What follows belongs to an exercise in optimizing a design on an open flow for small area and few clock cycles; a production flow would make more cautious choices.
The RTL was checked by simulation tests, not by an equivalence proof against the original design.
Power is estimated from default activity; no workload was simulated.

**design.v**
```verilog
module fsk_dem (
    input  wire        clk,
    input  wire        rst,           
    input  wire        cmd_valid,
    output wire        cmd_ready,
    input  wire [31:0] cmd_data,
    input  wire        det_space,
    input  wire        det_mark,
    output reg         out_valid,
    input  wire        out_ready,
    output reg  [7:0]  out_data,
    input  wire [11:0] rd_addr,
    output reg  [31:0] rd_data
);
    localparam [2:0] S_IDLE = 3'd0, S_PSPACE = 3'd1, S_PMARK = 3'd2,
                     S_DECODE = 3'd3, S_DONE = 3'd4, S_ERROR = 3'd5;
    localparam [2:0] C_ILLEGAL = 3'd1, C_STATE = 3'd2, C_FRAME_LEN = 3'd3,
                     C_CFG_MISSING = 3'd4, C_SPF_ZERO = 3'd5,
                     C_SPF_RANGE = 3'd6, C_PREAMBLE = 3'd7;
    localparam [2:0] X_NONE = 3'd0, X_ILL = 3'd1, X_FAULT = 3'd2, X_CFGW = 3'd3,
                     X_STEP = 3'd4, X_START = 3'd5, X_END = 3'd6, X_RST = 3'd7;
    localparam [2:0] P_IDLE = 3'd0, P_MUL = 3'd1, P_ALIGN = 3'd2, P_DIV = 3'd3,
                     P_FIN = 3'd4;
    reg        ill;
    reg [2:0]  d_state;
    reg [2:0]  d_cause;       
    reg [31:0] d_fcmd;        
    reg [31:0] d_baud, d_space, d_mark, d_sr, d_spf;
    reg        started;       
    reg [15:0] d_spf_eff;
    reg [31:0] d_ksym;
    reg [31:0] d_clock, d_spaces, d_marks;
    reg [7:0]  d_acc;
    reg [3:0]  d_bitpos;
    reg        inpay;         
    reg [15:0] remaining;     
    reg [2:0]  p_eff;         
    reg [2:0]  p_arg;         
    reg [2:0]  eph;
    reg        div1;          
    reg [4:0]  cnt;           
    reg        psat;          
    reg        bsat;          
    wire out_free  = !out_valid || out_ready;
    assign cmd_ready = (eph == P_IDLE) && out_free;
    wire take      = cmd_valid && cmd_ready;
    wire in_err    = (d_state == S_ERROR);
    wire [3:0]  h_u = cmd_data[31:28];
    wire [3:0]  h_o = cmd_data[27:24];
    wire [7:0]  h_a = cmd_data[23:16];
    wire [15:0] h_l = cmd_data[15:0];
    wire a_zero = (h_a == 8'd0);
    wire l_zero = (h_l == 16'd0);
    reg legal;
    always @(*) begin
        case (h_o)
            4'h1:    legal = (h_a[7:3] == 5'd0) && (h_a[2:0] <= 3'd4) && (h_l == 16'd1);
            4'h2:    legal = a_zero && l_zero;
            4'h3:    legal = a_zero;
            4'h4:    legal = a_zero && l_zero;
            4'h5:    legal = (h_a[7:2] == 6'd0) && l_zero;
            4'hF:    legal = a_zero && l_zero;
            default: legal = 1'b0;
        endcase
    end
    wire running   = (d_state == S_PSPACE) || (d_state == S_PMARK) || (d_state == S_DECODE);
    wire [15:0] frame_len = d_spf_eff[15:1] + {15'd0, d_spf_eff[0]};
    reg [2:0] h_eff, h_arg;
    always @(*) begin
        h_eff = X_NONE;
        h_arg = 3'd0;
        if (h_u == 4'd0) begin
            if (h_o == 4'd0)
                h_eff = X_NONE;
            else if (h_o == 4'd1 && a_zero && l_zero) begin
                h_eff = X_RST; h_arg = 3'd1;         
            end else
                h_eff = X_ILL;
        end else if (h_u == 4'd1) begin
            h_eff = X_NONE;
        end else if (h_u != 4'd2) begin
            h_eff = X_ILL;
        end else if (!legal) begin
            if (!in_err) begin h_eff = X_FAULT; h_arg = C_ILLEGAL; end
        end else if (h_o == 4'hF) begin
            h_eff = X_RST;
        end else if (in_err) begin
            h_eff = X_NONE;
        end else if ((h_o == 4'h1 || h_o == 4'h2) ? (d_state != S_IDLE) : !running) begin
            h_eff = X_FAULT; h_arg = C_STATE;
        end else begin
            case (h_o)
                4'h1: begin h_eff = X_CFGW; h_arg = h_a[2:0]; end
                4'h2: h_eff = X_START;
                4'h4: h_eff = X_END;
                4'h3: begin
                    if (h_l != frame_len) begin h_eff = X_FAULT; h_arg = C_FRAME_LEN; end
                    else h_eff = X_STEP;
                end
                default: h_eff = X_STEP;
            endcase
        end
    end
    wire       last  = take && (inpay ? (remaining == 16'd1) : l_zero);
    wire [2:0] x_eff = inpay ? p_eff : h_eff;
    wire [2:0] x_arg = inpay ? p_arg : h_arg;
    wire [1:0] cls     = inpay ? {det_mark, det_space} : h_a[1:0];
    wire       c_space = (cls == 2'b01);
    wire       c_mark  = (cls == 2'b10);
    wire [31:0] clk_inc    = d_clock + 32'd1;
    wire        boundary   = (clk_inc == d_ksym);
    wire [31:0] sm_inc     = (c_mark ? d_marks : d_spaces) + 32'd1;
    wire [31:0] spaces_nxt = c_space ? sm_inc : d_spaces;
    wire [31:0] marks_nxt  = c_mark  ? sm_inc : d_marks;
    wire        bit_dec    = (marks_nxt > spaces_nxt);
    wire [31:0] err_dec    = bit_dec ? spaces_nxt : marks_nxt;
    wire [7:0]  acc_nxt    = {bit_dec, d_acc[7:1]};
    wire        cfg_missing = (d_baud == 32'd0) || (d_space == 32'd0) || (d_mark == 32'd0);
    wire        sr_zero     = (d_sr == 32'd0);
    wire [31:0] sr_sel      = sr_zero ? 32'd8000 : d_sr;
    wire        e_sub = (eph != P_MUL);
    wire [31:0] e_b   = (eph == P_MUL) ? d_ksym : (eph == P_ALIGN) ? {d_marks[30:0], 1'b0} : d_marks;
    wire [32:0] e_sum = {1'b0, (eph == P_MUL) ? d_marks : d_spaces} + {1'b0, e_b ^ {32{e_sub}}} + {32'd0, e_sub};
    wire        e_ge  = e_sum[32];    
    wire        al_go  = !psat && !d_marks[31] && e_ge;
    wire        dv_ge  = !psat && e_ge;
    wire [31:0] q_nxt  = {d_clock[30:0], dv_ge};
    wire [15:0] s_nxt  = {1'b0, remaining[15:1]};
    task automatic fault(input [2:0] cause);
        begin
            d_state <= S_ERROR;
            d_cause <= cause;
        end
    endtask
    task automatic reset_unit;
        begin
            d_state   <= S_IDLE;
            d_baud    <= 32'd0;
            d_space   <= 32'd0;
            d_mark    <= 32'd0;
            d_sr      <= 32'd0;
            d_spf     <= 32'd0;
            started   <= 1'b0;
            d_spf_eff <= 16'd0;
            d_ksym    <= 32'd0;
            d_clock   <= 32'd0;
            d_spaces  <= 32'd0;
            d_marks   <= 32'd0;
            d_acc     <= 8'd0;
            d_bitpos  <= 4'd0;
        end
    endtask
    task automatic start_mul(input [15:0] s);
        begin
            remaining <= s;
            d_ksym    <= d_baud;
            bsat      <= 1'b0;
            d_marks   <= 32'd0;
            psat      <= 1'b0;
            d_spaces  <= sr_sel;
            d_clock   <= 32'd0;
            cnt       <= 5'd0;
            eph       <= P_MUL;
        end
    endtask
    always @(posedge clk) begin
        if (rst) begin
            ill       <= 1'b0;
            reset_unit;
            inpay     <= 1'b0;
            out_valid <= 1'b0;
            eph       <= P_IDLE;
        end else begin
            if (out_valid && out_ready)
                out_valid <= 1'b0;
            if (take) begin
                if (!inpay) begin
                    if (!in_err)
                        d_fcmd <= cmd_data;
                    remaining <= h_l;
                    p_eff     <= h_eff;
                    p_arg     <= h_arg;
                    if (!l_zero)
                        inpay <= 1'b1;
                end else begin
                    remaining <= remaining - 16'd1;
                    if (remaining == 16'd1)
                        inpay <= 1'b0;
                end
            end
            if (last) begin
                case (x_eff)
                X_ILL:   ill <= 1'b1;
                X_FAULT: fault(x_arg);
                X_RST: begin
                    reset_unit;
                    if (x_arg[0]) ill <= 1'b0;
                end
                X_CFGW: begin
                    case (x_arg)
                        3'd0: d_baud  <= cmd_data;
                        3'd1: d_space <= cmd_data;
                        3'd2: d_mark  <= cmd_data;
                        3'd3: d_sr    <= cmd_data;
                        default: d_spf <= cmd_data;
                    endcase
                end
                X_START: begin
                    if (cfg_missing) begin
                        fault(C_CFG_MISSING);
                    end else if (d_spf == 32'd0) begin
                        div1 <= 1'b1;
                        start_mul(16'd5);
                    end else if (d_spf[31:16] != 16'd0) begin
                        fault(C_SPF_RANGE);
                    end else begin
                        div1      <= 1'b0;
                        d_spf_eff <= d_spf[15:0];
                        start_mul(d_spf[15:0]);
                    end
                end
                X_END: d_state <= S_DONE;
                X_STEP: begin
                    case (d_state)
                    S_PSPACE: begin
                        if (c_mark)
                            d_state <= S_PMARK;    
                    end
                    S_PMARK: begin
                        if (!c_mark) begin
                            fault(C_PREAMBLE);
                        end else if (boundary) begin
                            d_clock <= 32'd0;
                            d_state <= S_DECODE;
                        end else begin
                            d_clock <= clk_inc;
                        end
                    end
                    default: begin       
                        if (boundary) begin
                            d_spaces <= 32'd0;
                            d_marks  <= 32'd0;
                            d_clock  <= err_dec;
                            if (d_bitpos == 4'd7) begin
                                out_valid <= 1'b1;
                                out_data  <= acc_nxt;
                                d_acc     <= 8'd0;
                                d_bitpos  <= 4'd0;
                            end else begin
                                d_acc     <= acc_nxt;
                                d_bitpos  <= d_bitpos + 4'd1;
                            end
                        end else begin
                            if (c_space) d_spaces <= sm_inc;
                            if (c_mark)  d_marks  <= sm_inc;
                            d_clock <= clk_inc;
                        end
                    end
                    endcase
                end
                default: ;
                endcase
            end
            case (eph)
            P_MUL: begin
                if (remaining[0]) begin
                    d_marks <= e_sum[31:0];
                    psat    <= psat | bsat | e_sum[32];
                end
                d_ksym    <= {d_ksym[30:0], 1'b0};
                bsat      <= bsat | d_ksym[31];
                remaining <= s_nxt;
                if (s_nxt == 16'd0)
                    eph <= P_ALIGN;
            end
            P_ALIGN: begin
                if (al_go) begin
                    d_marks <= {d_marks[30:0], 1'b0};
                    cnt     <= cnt + 5'd1;
                end else begin
                    eph <= P_DIV;
                end
            end
            P_DIV: begin
                if (dv_ge)
                    d_spaces <= e_sum[31:0];
                d_clock <= q_nxt;
                d_marks <= {1'b0, d_marks[31:1]};
                cnt     <= cnt - 5'd1;
                if (cnt == 5'd0) begin
                    if (div1) begin
                        if (q_nxt == 32'd0) begin
                            fault(C_SPF_ZERO);
                            d_clock  <= 32'd0;
                            d_spaces <= 32'd0;
                            d_marks  <= 32'd0;
                            d_ksym   <= 32'd0;
                            eph      <= P_IDLE;
                        end else if (q_nxt[31:16] != 16'd0) begin
                            fault(C_SPF_RANGE);
                            d_clock  <= 32'd0;
                            d_spaces <= 32'd0;
                            d_marks  <= 32'd0;
                            d_ksym   <= 32'd0;
                            eph      <= P_IDLE;
                        end else begin
                            div1      <= 1'b0;
                            d_spf_eff <= q_nxt[15:0];
                            start_mul(q_nxt[15:0]);
                        end
                    end else begin
                        eph <= P_FIN;
                    end
                end
            end
            P_FIN: begin
                d_ksym   <= (d_spaces != 32'd0) ? clk_inc : d_clock;
                d_clock  <= 32'd0;
                d_spaces <= 32'd0;
                d_marks  <= 32'd0;
                started  <= 1'b1;
                d_state  <= S_PSPACE;
                eph      <= P_IDLE;
            end
            default: ;
            endcase
        end
    end
    reg [7:0] cause8;
    always @(*) begin
        case (d_cause)
            C_ILLEGAL:     cause8 = 8'h01;
            C_STATE:       cause8 = 8'h02;
            C_FRAME_LEN:   cause8 = 8'h03;
            C_CFG_MISSING: cause8 = 8'h10;
            C_SPF_ZERO:    cause8 = 8'h11;
            C_SPF_RANGE:   cause8 = 8'h12;
            C_PREAMBLE:    cause8 = 8'h20;
            default:       cause8 = 8'h00;
        endcase
    end
    always @(*) begin
        case (rd_addr)
            12'h000: rd_data = {29'd0, in_err, 1'b0, ill};
            12'h200: rd_data = {16'd0, in_err ? cause8 : 8'd0, 5'd0, d_state};
            12'h204: rd_data = in_err ? d_fcmd : 32'd0;
            12'h210: rd_data = d_baud;
            12'h214: rd_data = d_space;
            12'h218: rd_data = d_mark;
            12'h21C: rd_data = d_sr;
            12'h220: rd_data = d_spf;
            12'h230: rd_data = started ? sr_sel : 32'd0;
            12'h234: rd_data = {16'd0, d_spf_eff};
            12'h238: rd_data = d_ksym;
            12'h240: rd_data = d_clock;
            12'h244: rd_data = d_spaces;
            12'h248: rd_data = d_marks;
            12'h24C: rd_data = {24'd0, d_acc};
            12'h250: rd_data = {28'd0, d_bitpos};
            default: rd_data = 32'd0;
        endcase
    end
endmodule
```
**run.sh**
```bash
#!/bin/bash
# synth_recipe.tcl (not shown) runs the flow's synth.tcl, then flattens the netlist and writes it again
# the make line also repeats each setting of config.mk as NAME=value (left out here)
make -C /OpenROAD-flow-scripts/flow DESIGN_CONFIG=/design/flow/config.mk WORK_HOME=/design/flow/orfs CLKGATE_MAP_FILE= SYNTH_SCRIPT=/design/flow/synth_recipe.tcl finish
```
**config.mk**
```make
export PLATFORM = sky130hd
export DESIGN_NAME = fsk_dem
export DESIGN_NICKNAME = fsk_dem
export VERILOG_FILES = /design/flow/design.v
export SDC_FILE = /design/flow/constraint.sdc
export NUM_CORES = 4
export LEC_CHECK = 0
export CAP_MARGIN = 20
export CORE_MARGIN = 2
export CORE_UTILIZATION = 40
export PLACE_DENSITY = 0.6
export SLEW_MARGIN = 20
```
**constraint.sdc**
```tcl
create_clock -name core_clock -period 10.0 [get_ports {clk}]
set_input_delay 2.0000 -clock core_clock [delete_from_list [all_inputs] [get_ports {clk}]]
set_output_delay 2.0000 -clock core_clock [all_outputs]
set_load 0.01 [all_outputs]
```
==> impl_metrics.toml, run 1 <==
[synthesis]
ys_async_sr_fraction = 0
yosysWarnings = 1
synth_commonest_cells = "nand2_1 (479), dfxtp_1 (326), clkbuf_1 (288), o21ai_0 (276), nor2_1 (271)"
syn_area_per_cell_sq_um = 7.693
synth-main-ff-cell = "dfxtp_1"
yosysMostFrequentCell = "nand2_1"
syn_inst = 3974
yosys.area.top_type = "dfxtp_1"
syn-num-nets = 4097
yosysUniqueCellTypes = 117
synth-seq-cells = 399
syn_area_sq_um = 30570
ys_seq_area_frac = 0.2852
ys_top_cells_by_area = "dfxtp_1 (21%), edfxtp_1 (7.2%), nand2_1 (5.9%), o21ai_0 (4.5%), a22oi_1 (3.9%)"
synth-edff-count = 73
yosysTopAreaCellShare = 0.2135

[route]
topRoutingLayerUsed = "met5"
antenna_left = 0
met1_length_mm = 64.01
wl_met3_mm = 22.05
drtIter0Drc = 6036
vias_per_cell = 7.101
drc_errors = 0
wl_mm = 159.6
dr.pass1.iters = 10
wire_per_inst_um = 32.88
num_vias = 34460
wl_met2_mm = 64.40

[floorplan]
pin_count = 92
die_y_um = 280.5
start_util = 0.4032
num_rows = 101
coreArea_sq_um = 75820
die_w_um = 280.5
dieArea_sq_um = 78660

[grt]
grt_pass1_wl_mm = 228.4
gr-total-overflow = 0
grt_pass1_vias = 31100
grt_max_degree = 145
grt.total_usage = 0.3930
antenna_found_initial = 5

[setup_path]
cp-endpoint = "d_clock[31]"
crit_start = "cmd_data[17]"
r2r_slack_ps = 2770
cpMostUsedCell = "nand2_1"
cp_slowest_cell = "or3b_2"
crit_family = "simple AND/OR/NAND/NOR gates"
worst-r2r-cell-count = 25
crit_required_ps = 10530
crit_cells = 26
cp-start-kind = "primary input"
max_stage_delay_ps = 630
critical_path.max_fanout = 33
arrival_ps = 9020
crit_type = "primary input to register"
worstReg2RegEnd = "d_clock[31]"
regToRegStartpoint = "inpay"
critPathBufInv = 3
cp-end-kind = "register"

[pwr]
power_frac_seq = 0.439
clockPowerShare = 0.486
p_total_w = 0.003818
p_sw_frac = 0.2615
switchingPower_w = 0.0009981
power_density_nw_per_um2 = 113.3
p_int_w = 0.002819
peakVddDrop_v = 0.0001226
combinationalPowerShare = 0.075
p_leak_nw = 11.22

[timing]
fin_skew_ps = 29.26
max-slew-margin-rel = 0.1521
fmax_mhz = 117.7
finalCriticalPeriod_ps = 8497
hold_ws_ps = 475.3
period_share = 0.8497
rsz0062_at_grt = "no"
setup_viol = 0
setup-tns-final_ps = 0
slew_violations = 0
finalHoldViolCount = 0
tightestPinTransition_ps = 1271

[run]
maxCapViolCount = 0

[clock_network]
clkTransAtPathRegs_ps = 60
hold_buffers = 0
cts-htree-levels = 2
cts_tree = "built"
numCtsBuffers = 47
ctsResizeCount = 0
cts_num_sinks = 399
clock_path_buffers = 3
clock-root-buffer = "clkbuf_16"
clock_latency_ps = 630
post_cts_buffers = 0

[finish]
syn2layout_area_growth_pct = 10.23
fin_cells = 4853
final_util = 0.4444
final_nets = 3960
drive_gt1_frac = 0.08751

[placement]
dp_hpwl_mm = 117.3
port_buffers = 91
finalWeightedCongestion = 1.054
dp_cells = 4766

[min_path]
hp-class = "register to register"
hold_start = "d_space[8]"

[status]
status = "finished clean"
[through the flow]
stage	cell area, sq um	setup WS (ps)
floorplan	30570	2178
global placement	32060	470.6
detailed placement	32070	1041
CTS	33700	1642
global route	33700	1055
finish	33700	1503
[cell type report]
cell class | count | area (sq um)
Inverter | 92 | 349.1
Tap cell | 978 | 1224
Multi-Input combinational cell | 3101 | 20060
Sequential cell | 399 | 8718
Antenna cell | 1 | 2.502
Clock inverter | 24 | 325.3
Timing Repair Buffer | 196 | 1713
Clock buffer | 62 | 1304
Fill cell | 7677 | 42120
[cells by family (layout without fill, tap and decap cells)]
| kind of cell | Yosys count | in the layout | share of synthesized area |
|---|---|---|---|
| other | 0 | 1 | 0 |
| buffers and inverters | 474 | 374 | 0.06319 |
| xor gates and xnor gates | 179 | 179 | 0.05492 |
| and+or+nand+nor | 1456 | 1456 | 0.2368 |
| DFF | 399 | 399 | 0.2852 |
| AOI/OAI and AO/OA | 1335 | 1335 | 0.3096 |
| adders and majority gates | 73 | 73 | 0.03012 |
| muxes | 58 | 58 | 0.02018 |
[placed cells by master (no fill, tap or decap), types with 19 or more instances in the layout]
master / Yosys / final
a211oi_1: 47 / 47
a211oi_2: 22 / 22
a21oi_1: 218 / 217
a221oi_1: 45 / 45
a222oi_1: 92 / 92
a22o_1: 71 / 71
a22oi_1: 158 / 158
a2bb2oi_1: 22 / 21
a31oi_1: 24 / 24
and2_1: 20 / 19
and3_1: 38 / 37
buf_4: 11 / 104
clkbuf_16: 0 / 48
clkdlybuf4s50_1: 0 / 90
dfxtp_1: 326 / 326
edfxtp_1: 73 / 73
ha_1: 72 / 72
inv_1: 87 / 86
mux2_2: 29 / 29
mux2i_1: 29 / 29
nand2_1: 479 / 479
nand2b_1: 31 / 31
nand3_1: 230 / 228
nand4_1: 86 / 86
nor2_1: 271 / 256
nor2b_1: 19 / 19
nor3_1: 54 / 52
nor4_1: 95 / 94
o211ai_1: 30 / 30
o21ai_0: 276 / 276
o21ai_1: 42 / 41
o22ai_1: 35 / 35
o2bb2ai_1: 39 / 39
xnor2_1: 104 / 104
xor2_1: 67 / 67
[state kept, by name (all words and copies together) (netlist names), 32 cells and up]
register,cells
d_mark,32
d_clock,32
d_spf,32
d_marks,32
d_sr,32
d_ksym,32
d_space,32
d_baud,32
d_spaces,32
d_fcmd,32
[routing by layer]
| metal | up-vias | GRT usage |
|---|---|---|
| met5 | - | 0 |
| met1 | 16460 | 0.5386 |
| met3 | 484 | 0.1160 |
| li1 | 14850 | - |
| met2 | 2663 | 0.5602 |
| met4 | 4 | 0.1870 |
[power by group through the flow]
stage / logic (W) / registers (W) / clock network [W]
6_report: 0.000286 / 0.00167 / 0.00186
5_1_grt: 0.000299 / 0.00167 / 0.00193
4_1_cts: 0.000275 / 0.00167 / 0.00186
3_5_place_dp: 0.000275 / 0.00171 / 0
3_3_place_gp: 0.000275 / 0.00171 / 0
2_1_floorplan: 0.000167 / 0.00170 / 0
[how the worst min path moves through the flow]
stage | to | slack, ps | depth (start not counted)
after floorplan | d_acc[0] | 450 | 1
after global placement | d_acc[0] | 460 | 1
after detailed placement | d_space[8] | 470 | 2
after CTS | d_space[8] | 480 | 2
after global routing | d_space[20] | 500 | 2
final | d_space[8] | 480 | 2
[tightest hold or removal path, stage by stage, from the launching register on]
cell	delay, ps
dfxtp_1	320
nand3_1	60
o21ai_1	50
Testbench counts, summed over its fixed seeds: cycles 89,361.
==> run 2: changes to the inputs <==
--- a/design.v
+++ b/design.v
@@ -25,7 +25,13 @@
     reg [2:0]  d_state;
     reg [2:0]  d_cause;       
     reg [31:0] d_fcmd;        
-    reg [31:0] d_baud, d_space, d_mark, d_sr, d_spf;
+    reg [31:0] r_baud, r_space, r_mark, r_sr, r_spf;
+    reg [4:0]  cfg_w;
+    wire [31:0] d_baud  = cfg_w[0] ? r_baud  : 32'd0;
+    wire [31:0] d_space = cfg_w[1] ? r_space : 32'd0;
+    wire [31:0] d_mark  = cfg_w[2] ? r_mark  : 32'd0;
+    wire [31:0] d_sr    = cfg_w[3] ? r_sr    : 32'd0;
+    wire [31:0] d_spf   = cfg_w[4] ? r_spf   : 32'd0;
     reg        started;       
     reg [15:0] d_spf_eff;
     reg [31:0] d_ksym;
@@ -51,6 +57,7 @@
     wire [15:0] h_l = cmd_data[15:0];
     wire a_zero = (h_a == 8'd0);
     wire l_zero = (h_l == 16'd0);
+    wire d_nz   = !(l_zero && a_zero && (cmd_data[31:24] == 8'd0));
     reg legal;
     always @(*) begin
         case (h_o)
@@ -109,18 +116,20 @@
     wire       c_mark  = (cls == 2'b10);
     wire [31:0] clk_inc    = d_clock + 32'd1;
     wire        boundary   = (clk_inc == d_ksym);
-    wire [31:0] sm_inc     = (c_mark ? d_marks : d_spaces) + 32'd1;
+    wire [31:0] sm_inc     = e_sum[31:0];
     wire [31:0] spaces_nxt = c_space ? sm_inc : d_spaces;
     wire [31:0] marks_nxt  = c_mark  ? sm_inc : d_marks;
     wire        bit_dec    = (marks_nxt > spaces_nxt);
     wire [31:0] err_dec    = bit_dec ? spaces_nxt : marks_nxt;
     wire [7:0]  acc_nxt    = {bit_dec, d_acc[7:1]};
-    wire        cfg_missing = (d_baud == 32'd0) || (d_space == 32'd0) || (d_mark == 32'd0);
-    wire        sr_zero     = (d_sr == 32'd0);
-    wire [31:0] sr_sel      = sr_zero ? 32'd8000 : d_sr;
-    wire        e_sub = (eph != P_MUL);
-    wire [31:0] e_b   = (eph == P_MUL) ? d_ksym : (eph == P_ALIGN) ? {d_marks[30:0], 1'b0} : d_marks;
-    wire [32:0] e_sum = {1'b0, (eph == P_MUL) ? d_marks : d_spaces} + {1'b0, e_b ^ {32{e_sub}}} + {32'd0, e_sub};
+    wire        cfg_missing = !(cfg_w[0] && cfg_w[1] && cfg_w[2]);
+    wire [31:0] sr_sel      = cfg_w[3] ? r_sr : 32'd8000;
+    wire        e_mul = (eph == P_MUL);
+    wire        e_idl = (eph == P_IDLE);
+    wire        e_sub = !e_mul && !e_idl;
+    wire [31:0] e_a   = (e_mul || (e_idl && c_mark)) ? d_marks : d_spaces;
+    wire [31:0] e_b   = e_mul ? d_ksym : e_idl ? 32'd0 : (eph == P_ALIGN) ? ~{d_marks[30:0], 1'b0} : ~d_marks;
+    wire [32:0] e_sum = {1'b0, e_a} + {1'b0, e_b} + {32'd0, !e_mul};
     wire        e_ge  = e_sum[32];    
     wire        al_go  = !psat && !d_marks[31] && e_ge;
     wire        dv_ge  = !psat && e_ge;
@@ -135,11 +144,7 @@
     task automatic reset_unit;
         begin
             d_state   <= S_IDLE;
-            d_baud    <= 32'd0;
-            d_space   <= 32'd0;
-            d_mark    <= 32'd0;
-            d_sr      <= 32'd0;
-            d_spf     <= 32'd0;
+            cfg_w     <= 5'd0;
             started   <= 1'b0;
             d_spf_eff <= 16'd0;
             d_ksym    <= 32'd0;
@@ -153,7 +158,7 @@
     task automatic start_mul(input [15:0] s);
         begin
             remaining <= s;
-            d_ksym    <= d_baud;
+            d_ksym    <= r_baud;      
             bsat      <= 1'b0;
             d_marks   <= 32'd0;
             psat      <= 1'b0;
@@ -198,25 +203,32 @@
                 end
                 X_CFGW: begin
                     case (x_arg)
-                        3'd0: d_baud  <= cmd_data;
-                        3'd1: d_space <= cmd_data;
-                        3'd2: d_mark  <= cmd_data;
-                        3'd3: d_sr    <= cmd_data;
-                        default: d_spf <= cmd_data;
+                        3'd0: r_baud  <= cmd_data;
+                        3'd1: r_space <= cmd_data;
+                        3'd2: r_mark  <= cmd_data;
+                        3'd3: r_sr    <= cmd_data;
+                        default: r_spf <= cmd_data;
+                    endcase
+                    case (x_arg)
+                        3'd0: cfg_w[0] <= d_nz;
+                        3'd1: cfg_w[1] <= d_nz;
+                        3'd2: cfg_w[2] <= d_nz;
+                        3'd3: cfg_w[3] <= d_nz;
+                        default: cfg_w[4] <= d_nz;
                     endcase
                 end
                 X_START: begin
                     if (cfg_missing) begin
                         fault(C_CFG_MISSING);
-                    end else if (d_spf == 32'd0) begin
+                    end else if (!cfg_w[4]) begin
                         div1 <= 1'b1;
                         start_mul(16'd5);
-                    end else if (d_spf[31:16] != 16'd0) begin
+                    end else if (r_spf[31:16] != 16'd0) begin
                         fault(C_SPF_RANGE);
                     end else begin
                         div1      <= 1'b0;
-                        d_spf_eff <= d_spf[15:0];
-                        start_mul(d_spf[15:0]);
+                        d_spf_eff <= r_spf[15:0];
+                        start_mul(r_spf[15:0]);
                     end
                 end
                 X_END: d_state <= S_DONE;
==> impl_metrics.toml, run 2 <==
[placement]
dp_hpwl_mm = 103.7
finalWeightedCongestion = 1.038
placed_cell_area_sq_um = 30190
port_buffers = 91

[grt]
grt_max_degree = 129
grt_pass1_wl_mm = 203.2
gr-total-overflow = 0
grt_pass1_vias = 27560
antenna_found_initial = 6
grt.total_usage = 0.3765

[setup_path]
crit_cells = 28
crit_family = "compound AO/OA/AOI/OAI gates"
r2r_slack_ps = 1560
critPathBufInv = 3
worst-r2r-cell-count = 32
crit_required_ps = 10550
crit_start = "det_mark"
cpMostUsedCell = "a21oi_1"
worstReg2RegEnd = "d_clock[29]"
cp-end-kind = "register"
cp-endpoint = "d_clock[29]"
arrival_ps = 9580
cp_slowest_cell = "o31ai_1"
cp-start-kind = "primary input"
max_stage_delay_ps = 580
regToRegStartpoint = "eph[2]"
crit_type = "primary input to register"
critical_path.max_fanout = 34

[status]
status = "finished clean"

[timing]
fmax_mhz = 110.8
period_share = 0.9023
finalHoldViolCount = 0
fin_skew_ps = 35.58
setup-tns-final_ps = 0
hold_ws_ps = 489.3
finalCriticalPeriod_ps = 9023
rsz0062_at_grt = "no"
setup_viol = 0
max-slew-margin-rel = 0.1527
slew_violations = 0
tightestPinTransition_ps = 1270

[route]
num_vias = 30230
drc_errors = 0
wire_per_inst_um = 33.86
dr.pass1.iters = 7
drtIter0Drc = 5616
vias_per_cell = 7.137
wl_mm = 143.4
antenna_left = 0

[floorplan]
pin_count = 92
die_y_um = 270.2
dieArea_sq_um = 73020
die_w_um = 270.2
start_util = 0.4041
num_rows = 97
coreArea_sq_um = 70150

[finish]
final_util = 0.4524
final_nets = 3375
final_area_sq_um = 31730
final_common_cell = "nand2_1"
syn2layout_area_growth_pct = 11.93
layout_common_cells = "nand2_1 (320), a21oi_1 (286), nor2_1 (258)"
fillCellCount = 6912
drive_gt1_frac = 0.08323

[synthesis]
yosysWarnings = 1
yosysUniqueCellTypes = 97
ys_async_sr_fraction = 0
syn_inst = 3319
synth-edff-count = 233
syn_area_per_cell_sq_um = 8.542
yosysTopAreaCellShare = 0.2468
yosysMostFrequentCell = "nand2_1"
ys_top_cells_by_area = "edfxtp_1 (25%), dfxtp_1 (12%), a21oi_1 (5.0%), nand2_1 (4.2%), nor2_1 (3.6%)"
ys_seq_area_frac = 0.3675
synth_commonest_cells = "nand2_1 (320), a21oi_1 (286), nor2_1 (269), clkbuf_1 (244), edfxtp_1 (233)"
syn-num-nets = 3442
synth-seq-cells = 404
yosys.area.top_type = "edfxtp_1"
syn_area_sq_um = 28350
synth-main-ff-cell = "edfxtp_1"

[pwr]
combinationalPowerShare = 0.079
p_leak_nw = 10.62
p_sw_frac = 0.2627
switchingPower_w = 0.001011
power_frac_seq = 0.465
power_density_nw_per_um2 = 121.3
peakVddDrop_v = 0.0001411
clockPowerShare = 0.456
p_int_w = 0.002838

[min_path]
hp-class = "register to register"

[clock_network]
clock_latency_ps = 640
cts-htree-levels = 2
clock_path_buffers = 3
cts_tree = "built"
cts_num_sinks = 404
ctsResizeCount = 0
clock-root-buffer = "clkbuf_16"
post_cts_buffers = 0
clkTransAtPathRegs_ps = 70
hold_buffers = 0
numCtsBuffers = 48

[run]
maxCapViolCount = 0
## run 2: changes by cell type after synthesis, moves of 44 or more
cell,before,now
nand3_1,230,103
o21ai_0,276,182
edfxtp_1,73,233
a21oi_1,218,286
clkbuf_1,288,244
a22oi_1,158,58
dfxtp_1,326,171
nand2_1,479,320
## run 2: logic make-up (layout without fill, tap and decap cells)
kind of cell | count (synthesis) | count (layout) | synth area share
AO/OA/AOI/OAI | 1187 | 1187 | 0.2915
XOR/XNOR | 130 | 130 | 0.04166
adder cells (fa/ha/maj) | 74 | 74 | 0.03310
buffers and inverters | 374 | 347 | 0.05111
flip-flops | 404 | 404 | 0.3675
multiplexers | 89 | 89 | 0.03297
other | 0 | 3 | 0
AND/OR/NAND/NOR | 1061 | 1061 | 0.1821
## run 2: stage by stage
stage	std cells	setup WS [ps]	power, W
finish	4235	976.6	0.003850
global route	4232	540.0	0.003924
CTS	4232	1136	0.003834
detailed placement	4142	564.9	0.002116
global placement	4142	582.8	0.002113
floorplan	3319	1084	0.001987
## run 2: routing by layer
| layer | part of all wire | global-route usage | vias to the layer above |
|---|---|---|---|
| li1 | - | - | 12750 |
| met1 | 0.40 | 0.5241 | 14640 |
| met2 | 0.40 | 0.5252 | 2459 |
| met3 | 0.15 | 0.1291 | 366 |
| met4 | 0.048 | 0.1609 | 6 |
| met5 | 0.00027 | 0 | - |
## run 2: worst min-delay path by stage
stage	slack [ps]	cells past startpoint	to	from
2_1_floorplan	430	2	d_acc[0]	d_acc[0]
3_3_place_gp	470	2	ill	ill
3_5_place_dp	470	2	ill	ill
4_1_cts	480	2	ill	ill
5_1_grt	530	2	d_acc[0]	d_acc[0]
6_report	490	2	ill	ill
## run 2: layout make-up
cell class / count / area [sq um] / share of cell area
Antenna cell: 3 / 7.507 / 0.0002366
Sequential cell: 404 / 10420 / 0.3284
Tap cell: 940 / 1176 / 0.03706
Timing Repair Buffer: 186 / 1647 / 0.05189
Multi-Input combinational cell: 2541 / 16670 / 0.5254
Clock inverter: 28 / 227.7 / 0.007176
Clock buffer: 62 / 1314 / 0.04140
Inverter: 71 / 266.5 / 0.008398
## run 2: tightest hold or removal path: cells and delay by family, from the launching register on
family | cells | cell delay (ps)
flops | 1 | 310
compound gates | 2 | 130
## run 2: power groups by stage
stage	Combinational [W]	Sequential [W]	Clock [W]
after CTS	0.000292	0.00179	0.00175
after global placement	0.000288	0.00182	0
after floorplan	0.000167	0.00182	0
after detailed placement	0.000291	0.00183	0
after global routing	0.000315	0.00179	0.00182
final	0.000303	0.00179	0.00176
Testbench counts of run 2, summed over its fixed seeds: cycles 89,361.
==> run 3: changes to the inputs <==
--- a/config.mk
+++ b/config.mk
@@ -5,8 +5,9 @@
 export SDC_FILE = /design/flow/constraint.sdc
 export NUM_CORES = 4
 export LEC_CHECK = 0
-export CAP_MARGIN = 20
+export CAP_MARGIN = 0
 export CORE_MARGIN = 2
 export CORE_UTILIZATION = 40
+export CTS_BUF_LIST = sky130_fd_sc_hd__clkbuf_4
 export PLACE_DENSITY = 0.6
-export SLEW_MARGIN = 20
+export SLEW_MARGIN = 0
==> impl_metrics.toml, run 3 <==
[pwr]
p_leak_nw = 10.77
power_density_nw_per_um2 = 117.0
peakVddDrop_v = 0.00008156

[status]
status = "finished clean"

[setup_path]
worstReg2RegEnd = "d_clock[29]"
worst-r2r-cell-count = 31
cp_slowest_cell = "o31ai_1"
arrival_ps = 9580
cp-start-kind = "primary input"
cp-end-kind = "register"
max_stage_delay_ps = 570
r2r_slack_ps = 1640
critical_path.max_fanout = 34
cpMostUsedCell = "a21oi_1"
regToRegStartpoint = "eph[2]"
crit_required_ps = 10850
crit_type = "primary input to register"

[timing]
finalCriticalPeriod_ps = 8731
setup_viol = 0
period_share = 0.8731
finalHoldViolCount = 0
tightestPinTransition_ps = 1396
hold_ws_ps = 488.6
slew_violations = 0
setup-tns-final_ps = 0
max-slew-margin-rel = 0.06857
fin_skew_ps = 111.5
rsz0062_at_grt = "no"
fmax_mhz = 114.5

[clock_network]
post_cts_buffers = 0
clock-root-buffer = "clkbuf_4"
numCtsBuffers = 113
ctsResizeCount = 0
clkTransAtPathRegs_ps = 70
hold_buffers = 0
clock_latency_ps = 970
cts-htree-levels = 3
clock_path_buffers = 3
cts_num_sinks = 404
cts_tree = "built"

[grt]
grt_max_degree = 129
gr-total-overflow = 0
antenna_found_initial = 8
grt_pass1_wl_mm = 204.9
grt.total_usage = 0.3793
grt_pass1_vias = 28310

[finish]
layout_common_cells = "nand2_1 (320), a21oi_1 (286), nor2_1 (258)"
final_nets = 3440
multi_input_area_sq_um = 16670
ff_latch_area_sq_um = 10420
final_common_cell = "nand2_1"
fillCellCount = 6962
drive_gt1_frac = 0.1128
final_util = 0.4518
syn2layout_area_growth_pct = 11.79

[synthesis]
muxShareOfSynthArea = 0.03297
synth-edff-count = 233
syn_inst = 3319
yosysMostFrequentCell = "nand2_1"
synth-adder-area-share = 0.03310
ys_seq_area_frac = 0.3675
synth-seq-cells = 404
syn_area_per_cell_sq_um = 8.542
synth_compound_area_frac = 0.2915
ys_async_sr_fraction = 0
yosysUniqueCellTypes = 97
synth-main-ff-cell = "edfxtp_1"
ys_top_cells_by_area = "edfxtp_1 (25%), dfxtp_1 (12%), a21oi_1 (5.0%), nand2_1 (4.2%), nor2_1 (3.6%)"
synth_commonest_cells = "nand2_1 (320), a21oi_1 (286), nor2_1 (269), clkbuf_1 (244), edfxtp_1 (233)"
syn_area_sq_um = 28350
yosysWarnings = 1
syn-num-nets = 3442
yosys.area.top_type = "edfxtp_1"
synth_top_family_by_area = "compound AO/OA/AOI/OAI gates"
synth_xor_area_frac = 0.04166
yosysTopAreaCellShare = 0.2468
synthSimpleGateAreaFrac = 0.1821

[route]
wl_mm = 143.9
drc_errors = 0
vias_per_cell = 7.036
antenna_left = 0
num_vias = 30660
dr.pass1.iters = 9
drtIter0Drc = 5622
wire_per_inst_um = 33.03

[min_path]
hp-class = "register to register"
hold_start = "ill"
worstHoldEndpoint = "ill"
hold_path_depth = 2

[floorplan]
die_y_um = 270.2
num_rows = 97
die_w_um = 270.2
dieArea_sq_um = 73020
start_util = 0.4041
coreArea_sq_um = 70150
pin_count = 92

[placement]
port_buffers = 91
finalWeightedCongestion = 1.038
dp_hpwl_mm = 103.6

[run]
maxCapViolCount = 0
==> run 3: cell counts after synthesis <==
No cell type changed its count.
==> run 3: routing by layer <==
| metal | wire length [um] | GRT usage |
|---|---|---|
| met5 | 68 | 0.001974 |
| met4 | 7322 | 0.1829 |
| met3 | 21440 | 0.1245 |
| met2 | 57710 | 0.5263 |
| met1 | 57370 | 0.5258 |
==> run 3: through the flow <==
step / setup slack [ps] / cells / instance area (sq um) / power, W
global route: 862.7 / 4354 / 31690 / 0.003822
floorplan: 1084 / 3319 / 28350 / 0.001987
CTS: 1491 / 4353 / 31680 / 0.003701
finish: 1269 / 4357 / 31690 / 0.003707
detailed placement: 565.9 / 4142 / 30180 / 0.002115
global placement: 582.8 / 4142 / 30180 / 0.002113
==> run 3: how the worst max path moves through the flow <==
stage	startpoint	endpoint	slack (ps)	depth (start not counted)
floorplan	cmd_data[17]	d_clock[28]	1080	31
global placement	cmd_data[16]	d_clock[29]	580	30
detailed placement	cmd_data[16]	d_clock[29]	570	29
CTS	cmd_data[16]	d_clock[29]	1490	29
global route	cmd_data[16]	d_clock[29]	860	29
finish	det_mark	d_clock[29]	1270	28
==> run 3: kinds of logic after synthesis <==
| group | count (synthesis) |
|---|---|
| xor+xnor | 130 |
| buf+inv | 374 |
| flops | 404 |
| mux | 89 |
| simple gates | 1061 |
| fa+ha+maj | 74 |
| compound gates | 1187 |
==> run 3: layout make-up <==
| class | instances | area share |
|---|---|---|
| Inverter | 71 | 0.008409 |
| Sequential cell | 404 | 0.3288 |
| Timing Repair Buffer | 186 | 0.05195 |
| Clock inverter | 39 | 0.006711 |
| Multi-Input combinational cell | 2541 | 0.5259 |
| Antenna cell | 4 | 0.0003158 |
| Clock buffer | 172 | 0.04074 |
| Tap cell | 940 | 0.03711 |
==> run 3: power breakdown <==
group / total, W / switching, W / internal (W)
Sequential: 0.00179 / 0.0000147 / 0.00177
Clock: 0.00162 / 0.000817 / 0.000800
Combinational: 0.000302 / 0.000201 / 0.000101
Total: 0.00371 / 0.00103 / 0.00267
==> run 3: critical path: cells and delay by family <==
family	cells	cell delay [ps]
buffers and inverters	3	1160
AO/OA/AOI/OAI	15	3520
AND/OR/NAND/NOR	5	1180
adder cells (fa/ha/maj)	2	690
multiplexers	2	730
XOR/XNOR	1	280
==> run 4: changes to the inputs <==
==> config.mk (replaced) <==
export PLATFORM = sky130hd
export DESIGN_NAME = fsk_dem
export DESIGN_NICKNAME = fsk_dem
export VERILOG_FILES = /design/flow/design.v
export SDC_FILE = /design/flow/constraint.sdc
export NUM_CORES = 4
export LEC_CHECK = 0
export CAP_MARGIN = 20
export CORE_MARGIN = 2
export CORE_UTILIZATION = 40
export CTS_BUF_LIST = sky130_fd_sc_hd__clkbuf_16
export CTS_CLUSTER_DIAMETER = 100
export CTS_CLUSTER_SIZE = 20
export PLACE_DENSITY = 0.6
export SLEW_MARGIN = 20
==> impl_metrics.toml, run 4 <==
[clock_network]
clkTransAtPathRegs_ps = 90
cts_tree = "built"
clock_path_buffers = 3
cts_num_sinks = 404
hold_buffers = 0
cts-htree-levels = 1
ctsResizeCount = 0
numCtsBuffers = 27
post_cts_buffers = 0
clock_latency_ps = 620
clock-root-buffer = "clkbuf_16"

[grt]
antenna_found_initial = 7
grt_pass1_vias = 27280
grt_pass1_wl_mm = 202.2
gr-total-overflow = 0
grt_max_degree = 129
grt.total_usage = 0.3738

[synthesis]
yosysTopAreaCellShare = 0.2468
yosysWarnings = 1
yosys.area.top_type = "edfxtp_1"
yosysMostFrequentCell = "nand2_1"
ys_seq_area_frac = 0.3675
synth-seq-cells = 404
syn_inst = 3319
ys_top_cells_by_area = "edfxtp_1 (25%), dfxtp_1 (12%), a21oi_1 (5.0%), nand2_1 (4.2%), nor2_1 (3.6%)"
yosysUniqueCellTypes = 97
syn_area_per_cell_sq_um = 8.542
syn_area_sq_um = 28350
syn-num-nets = 3442
synth-edff-count = 233
synth-main-ff-cell = "edfxtp_1"
synth_commonest_cells = "nand2_1 (320), a21oi_1 (286), nor2_1 (269), clkbuf_1 (244), edfxtp_1 (233)"
ys_async_sr_fraction = 0

[timing]
period_share = 0.8970
max-slew-margin-rel = 0.1378
finalCriticalPeriod_ps = 8970
tightestPinTransition_ps = 1282
rsz0062_at_grt = "no"
finalHoldViolCount = 0
setup_viol = 0
slew_violations = 0
hold_ws_ps = 492.9
fmax_mhz = 111.5
setup-tns-final_ps = 0
fin_skew_ps = 30.46

[route]
drc_errors = 0
num_vias = 29990
wire_per_inst_um = 34.02
drtIter0Drc = 5978
wl_mm = 142.7
dr.pass1.iters = 15
antenna_left = 0
vias_per_cell = 7.152

[status]
status = "finished clean"

[floorplan]
coreArea_sq_um = 70150
die_y_um = 270.2
dieArea_sq_um = 73020
num_rows = 97
start_util = 0.4041
pin_count = 92
die_w_um = 270.2

[run]
maxCapViolCount = 0

[placement]
port_buffers = 91
finalWeightedCongestion = 1.038
dp_hpwl_mm = 103.7

[setup_path]
critical_path.max_fanout = 34
cp-end-kind = "register"
crit_required_ps = 10550
critPathBufInv = 3
crit_type = "primary input to register"
cp-start-kind = "primary input"
cpMostUsedCell = "a21oi_1"
cp_slowest_cell = "o31ai_1"
arrival_ps = 9520
crit_family = "compound AO/OA/AOI/OAI gates"
max_stage_delay_ps = 560

[pwr]
p_leak_nw = 10.32
power_density_nw_per_um2 = 106.2
peakVddDrop_v = 0.0001325

[finish]
syn2layout_area_growth_pct = 9.436
layout_common_cells = "nand2_1 (320), a21oi_1 (286), nor2_1 (258)"
final_common_cell = "nand2_1"
fillCellCount = 6970
final_nets = 3354
drive_gt1_frac = 0.07321

[min_path]
hp-class = "register to register"
[run 4: cell counts after synthesis]
No cell type changed its count.
[run 4: power breakdown]
group | internal, W | switching [W] | total [W]
clock | 0.000532 | 0.000673 | 0.00120
sequential | 0.00177 | 0.0000147 | 0.00179
combinational | 0.000101 | 0.000201 | 0.000302
[run 4: logic make-up (layout without fill, tap and decap cells)]
logic type,count (synthesis),count (layout),synth area share
buffers and inverters,374,306,0.05111
muxes,89,89,0.03297
and+or+nand+nor,1061,1061,0.1821
other,0,2,0
adders and majority gates,74,74,0.03310
xor gates and xnor gates,130,130,0.04166
DFF,404,404,0.3675
AOI/OAI and AO/OA,1187,1187,0.2915
[run 4: stage by stage]
step                setup WS [ps]  instance area, sq um  power (W)    util  instances
global route                518.1                 31020   0.003360  0.4422       4191
CTS                          1137                 31020   0.003278  0.4422       4191
detailed placement          564.9                 30190   0.002116  0.4303       4142
global placement            582.8                 30180   0.002113  0.4302       4142
floorplan                    1084                 28350   0.001987       -       3319
finish                       1030                 31030   0.003294  0.4423       4193
[run 4: layout make-up]
class / count / area [sq um] / area share
Multi-Input combinational cell: 2541 / 16670 / 0.5374
Sequential cell: 404 / 10420 / 0.3359
Clock inverter: 22 / 160.2 / 0.005162
Inverter: 71 / 266.5 / 0.008590
Clock buffer: 27 / 675.6 / 0.02178
Antenna cell: 2 / 5.005 / 0.0001613
Tap cell: 940 / 1176 / 0.03791
Timing Repair Buffer: 186 / 1647 / 0.05307
[run 4: layer usage]
metal	wire length, um	track usage	vias up
li1	-	-	12690
met1	57440	0.5311	14570
met2	57080	0.5220	2380
met3	21090	0.1113	346
met4	6999	0.1583	6
met5	40	0	-
[run 4: path summary, 6_finish.rpt]
path	from	end	slack, ps	depth (start not counted)
setup / recovery	det_mark	d_clock[29]	1030	28
hold / removal	ill	ill	490	2
setup reg to reg	eph[2]	d_clock[29]	1560	32
hold reg to reg	ill	ill	490	2
[run 4: worst min-delay path, delay by kind of cell, from the launching register on]
family,cells,cell delay [ps]
flops,1,320
compound gates,2,130
==> run 5: changes to the inputs <==
--- a/config.mk
+++ b/config.mk
@@ -9,7 +9,7 @@
 export CORE_MARGIN = 2
 export CORE_UTILIZATION = 40
 export CTS_BUF_LIST = sky130_fd_sc_hd__clkbuf_16
-export CTS_CLUSTER_DIAMETER = 100
-export CTS_CLUSTER_SIZE = 20
+export CTS_CLUSTER_DIAMETER = 105
+export CTS_CLUSTER_SIZE = 22
 export PLACE_DENSITY = 0.6
 export SLEW_MARGIN = 20
==> impl_metrics.toml, run 5 <==
[setup_path]
cp-start-kind = "primary input"
crit_type = "primary input to register"
r2r_slack_ps = 1500
arrival_ps = 9610
crit_required_ps = 10550
cp-end-kind = "register"
critical_path.max_fanout = 34

[pwr]
combinationalPowerShare = 0.093
p_leak_nw = 10.28
switchingPower_w = 0.0008840
power_frac_seq = 0.549
clockPowerShare = 0.358
power_density_nw_per_um2 = 105.1
p_sw_frac = 0.2713
p_int_w = 0.002374
peakVddDrop_v = 0.0001433

[floorplan]
coreArea_sq_um = 70150
die_y_um = 270.2
pin_count = 92
start_util = 0.4041
dieArea_sq_um = 73020
num_rows = 97
die_w_um = 270.2

[route]
num_vias = 30120
vias_per_cell = 7.178
dr.pass1.iters = 10
drtIter0Drc = 5795
antenna_left = 0
wl_mm = 142.9
wire_per_inst_um = 34.06
drc_errors = 0

[clock_network]
post_cts_buffers = 0
clock_path_buffers = 3
clock_latency_ps = 620
clock-root-buffer = "clkbuf_16"
cts-htree-levels = 1
cts_num_sinks = 404
cts_tree = "built"
clkTransAtPathRegs_ps = 110
ctsResizeCount = 0
numCtsBuffers = 25
hold_buffers = 0

[synthesis]
syn_area_sq_um = 28350
ys_top_cells_by_area = "edfxtp_1 (25%), dfxtp_1 (12%), a21oi_1 (5.0%), nand2_1 (4.2%), nor2_1 (3.6%)"
synth-edff-count = 233
yosys.area.top_type = "edfxtp_1"
ys_seq_area_frac = 0.3675
synth_commonest_cells = "nand2_1 (320), a21oi_1 (286), nor2_1 (269), clkbuf_1 (244), edfxtp_1 (233)"
syn-num-nets = 3442
yosysTopAreaCellShare = 0.2468
syn_area_per_cell_sq_um = 8.542
yosysUniqueCellTypes = 97
yosysWarnings = 1
synth-main-ff-cell = "edfxtp_1"
synth-seq-cells = 404
syn_inst = 3319
yosysMostFrequentCell = "nand2_1"
ys_async_sr_fraction = 0

[grt]
grt_pass1_vias = 27270
grt_pass1_wl_mm = 202.3
grt_max_degree = 129
antenna_found_initial = 8
grt.total_usage = 0.3740
gr-total-overflow = 0

[finish]
layout_common_cells = "nand2_1 (320), a21oi_1 (286), nor2_1 (258)"
fin_cells = 4196
final_common_cell = "nand2_1"
syn2layout_area_growth_pct = 9.356
final_nets = 3352
drive_gt1_frac = 0.07297
fillCellCount = 6975

[timing]
tightestPinTransition_ps = 1248
fin_skew_ps = 30.43
slew_violations = 0
setup-tns-final_ps = 0
rsz0062_at_grt = "no"
period_share = 0.9060
setup_viol = 0
finalHoldViolCount = 0
max-slew-margin-rel = 0.1671
fmax_mhz = 110.4
finalCriticalPeriod_ps = 9060

[status]
status = "finished clean"

[placement]
port_buffers = 91
dp_cells = 4142
dp_hpwl_mm = 103.7
finalWeightedCongestion = 1.038

[min_path]
hp-class = "register to register"

[run]
maxCapViolCount = 0
run 5: routing by layer:
layer,wire length [um],vias to the layer above,GRT usage,part of all wire
li1,-,12710,-,-
met1,57750,14560,0.5306,0.40
met2,57190,2488,0.5234,0.40
met3,21060,354,0.1128,0.15
met4,6846,8,0.1559,0.048
met5,46,-,0,0.00032
run 5: final cells by class:
| cell class | instances | area (sq um) | area share |
|---|---|---|---|
| Timing Repair Buffer | 186 | 1647 | 0.05311 |
| Tap cell | 940 | 1176 | 0.03794 |
| Clock buffer | 25 | 625.6 | 0.02018 |
| Inverter | 71 | 266.5 | 0.008596 |
| Multi-Input combinational cell | 2541 | 16680 | 0.5380 |
| Clock inverter | 21 | 166.4 | 0.005367 |
| Antenna cell | 8 | 20.02 | 0.0006457 |
| Sequential cell | 404 | 10420 | 0.3361 |
run 5: kinds of logic (layout without fill, tap and decap cells):
kind of cell,after synthesis,in the layout,share of synthesized area
other cells,0,8,0
buf+inv,374,303,0.05111
fa+ha+maj,74,74,0.03310
compound gates,1187,1187,0.2915
simple gates,1061,1061,0.1821
mux,89,89,0.03297
flops,404,404,0.3675
xor+xnor,130,130,0.04166
run 5: metrics by stage:
stage / util / power, W / instance area [sq um] / hold slack [ps] / setup slack, ps
6_report: 0.4420 / 0.003258 / 31000 / 486.2 / 939.9
5_1_grt: 0.4417 / 0.003330 / 30980 / 531.7 / 553.4
2_1_floorplan: - / 0.001987 / 28350 / 431.3 / 1084
3_5_place_dp: 0.4303 / 0.002116 / 30190 / 472.0 / 564.9
3_3_place_gp: 0.4302 / 0.002113 / 30180 / 474.2 / 582.8
4_1_cts: 0.4416 / 0.003243 / 30980 / 485.3 / 1139
run 5: worst paths after layout:
kind,start,to,cells after the start
setup reg to reg,eph[2],d_clock[29],32
setup / recovery,det_mark,d_clock[29],28
hold reg to reg,ill,ill,2
hold / removal,ill,ill,2
run 5: power by group through the flow:
stage / clock, W / sequential, W / combinational (W)
CTS: 0.00116 / 0.00179 / 0.000292
global placement: 0 / 0.00182 / 0.000288
floorplan: 0 / 0.00182 / 0.000167
finish: 0.00117 / 0.00179 / 0.000304
global route: 0.00122 / 0.00179 / 0.000315
detailed placement: 0 / 0.00183 / 0.000291
run 5: worst max-delay path, cell delays in order:
cell             delay [ps]
clkdlybuf4s50_1         520
a32o_2                  430
o21ai_2                 190
buf_4                   440
mux2_2                  400
ha_1                    380
and4_1                  250
and2_1                  150
a21bo_2                 260
a21boi_0                410
o31ai_1                 230
o31ai_1                 580
a21oi_1                 150
o21bai_1                180
xnor2_1                 280
o21ai_0                 150
ha_1                    310
nand4_1                  60
or2_2                   300
nor4_1                  410
o41a_1                  230
o41a_2                  200
mux2i_1                 350
buf_4                   200
o2111ai_1               100
a21oi_1                 200
a21oi_1                  60
a21oi_1                 180

==> what the ideal ports hide <==
No port has a modelled driver above. Below, the same layouts with a new extraction and two added sets of constraints. Step 1: set_driving_cell puts a clkbuf_16 on clk and a buf_2 on each other input, an assumption about the parent block. Step 2 adds t to the input delays and takes it off the output delays; t is the mean of the earliest and latest rising clock arrival at the registers after step 1. Input paths then give back, and output paths get back, about the clock's delay inside the block. Three values: ideal, step 1, step 2; two values: the first two.
run	t (ns)	setup slack, ns	hold slack, ns	latest minus earliest clock arrival (ns)	worst slew at a driven data input, ns
run 1	0.683	1.503 / 1.548 / 0.865	0.475 / 0.475 / 0.475	0.029 / 0.029	0.04
run 2	0.680	0.977 / 1.015 / 0.335	0.489 / 0.489 / 0.489	0.035 / 0.036	0.05
run 3	0.976	1.269 / 1.311 / 0.335	0.489 / 0.489 / 0.489	0.112 / 0.112	0.05
run 4	0.672	1.030 / 1.072 / 0.399	0.493 / 0.493 / 0.493	0.031 / 0.031	0.05
run 5	0.678	0.940 / 0.987 / 0.309	0.486 / 0.486 / 0.486	0.031 / 0.030	0.05
After both steps setup and hold are still met in every run listed. The setup slack of run 3, which loses most, moves by +0.042 ns with the drivers and by -0.934 ns with both steps.
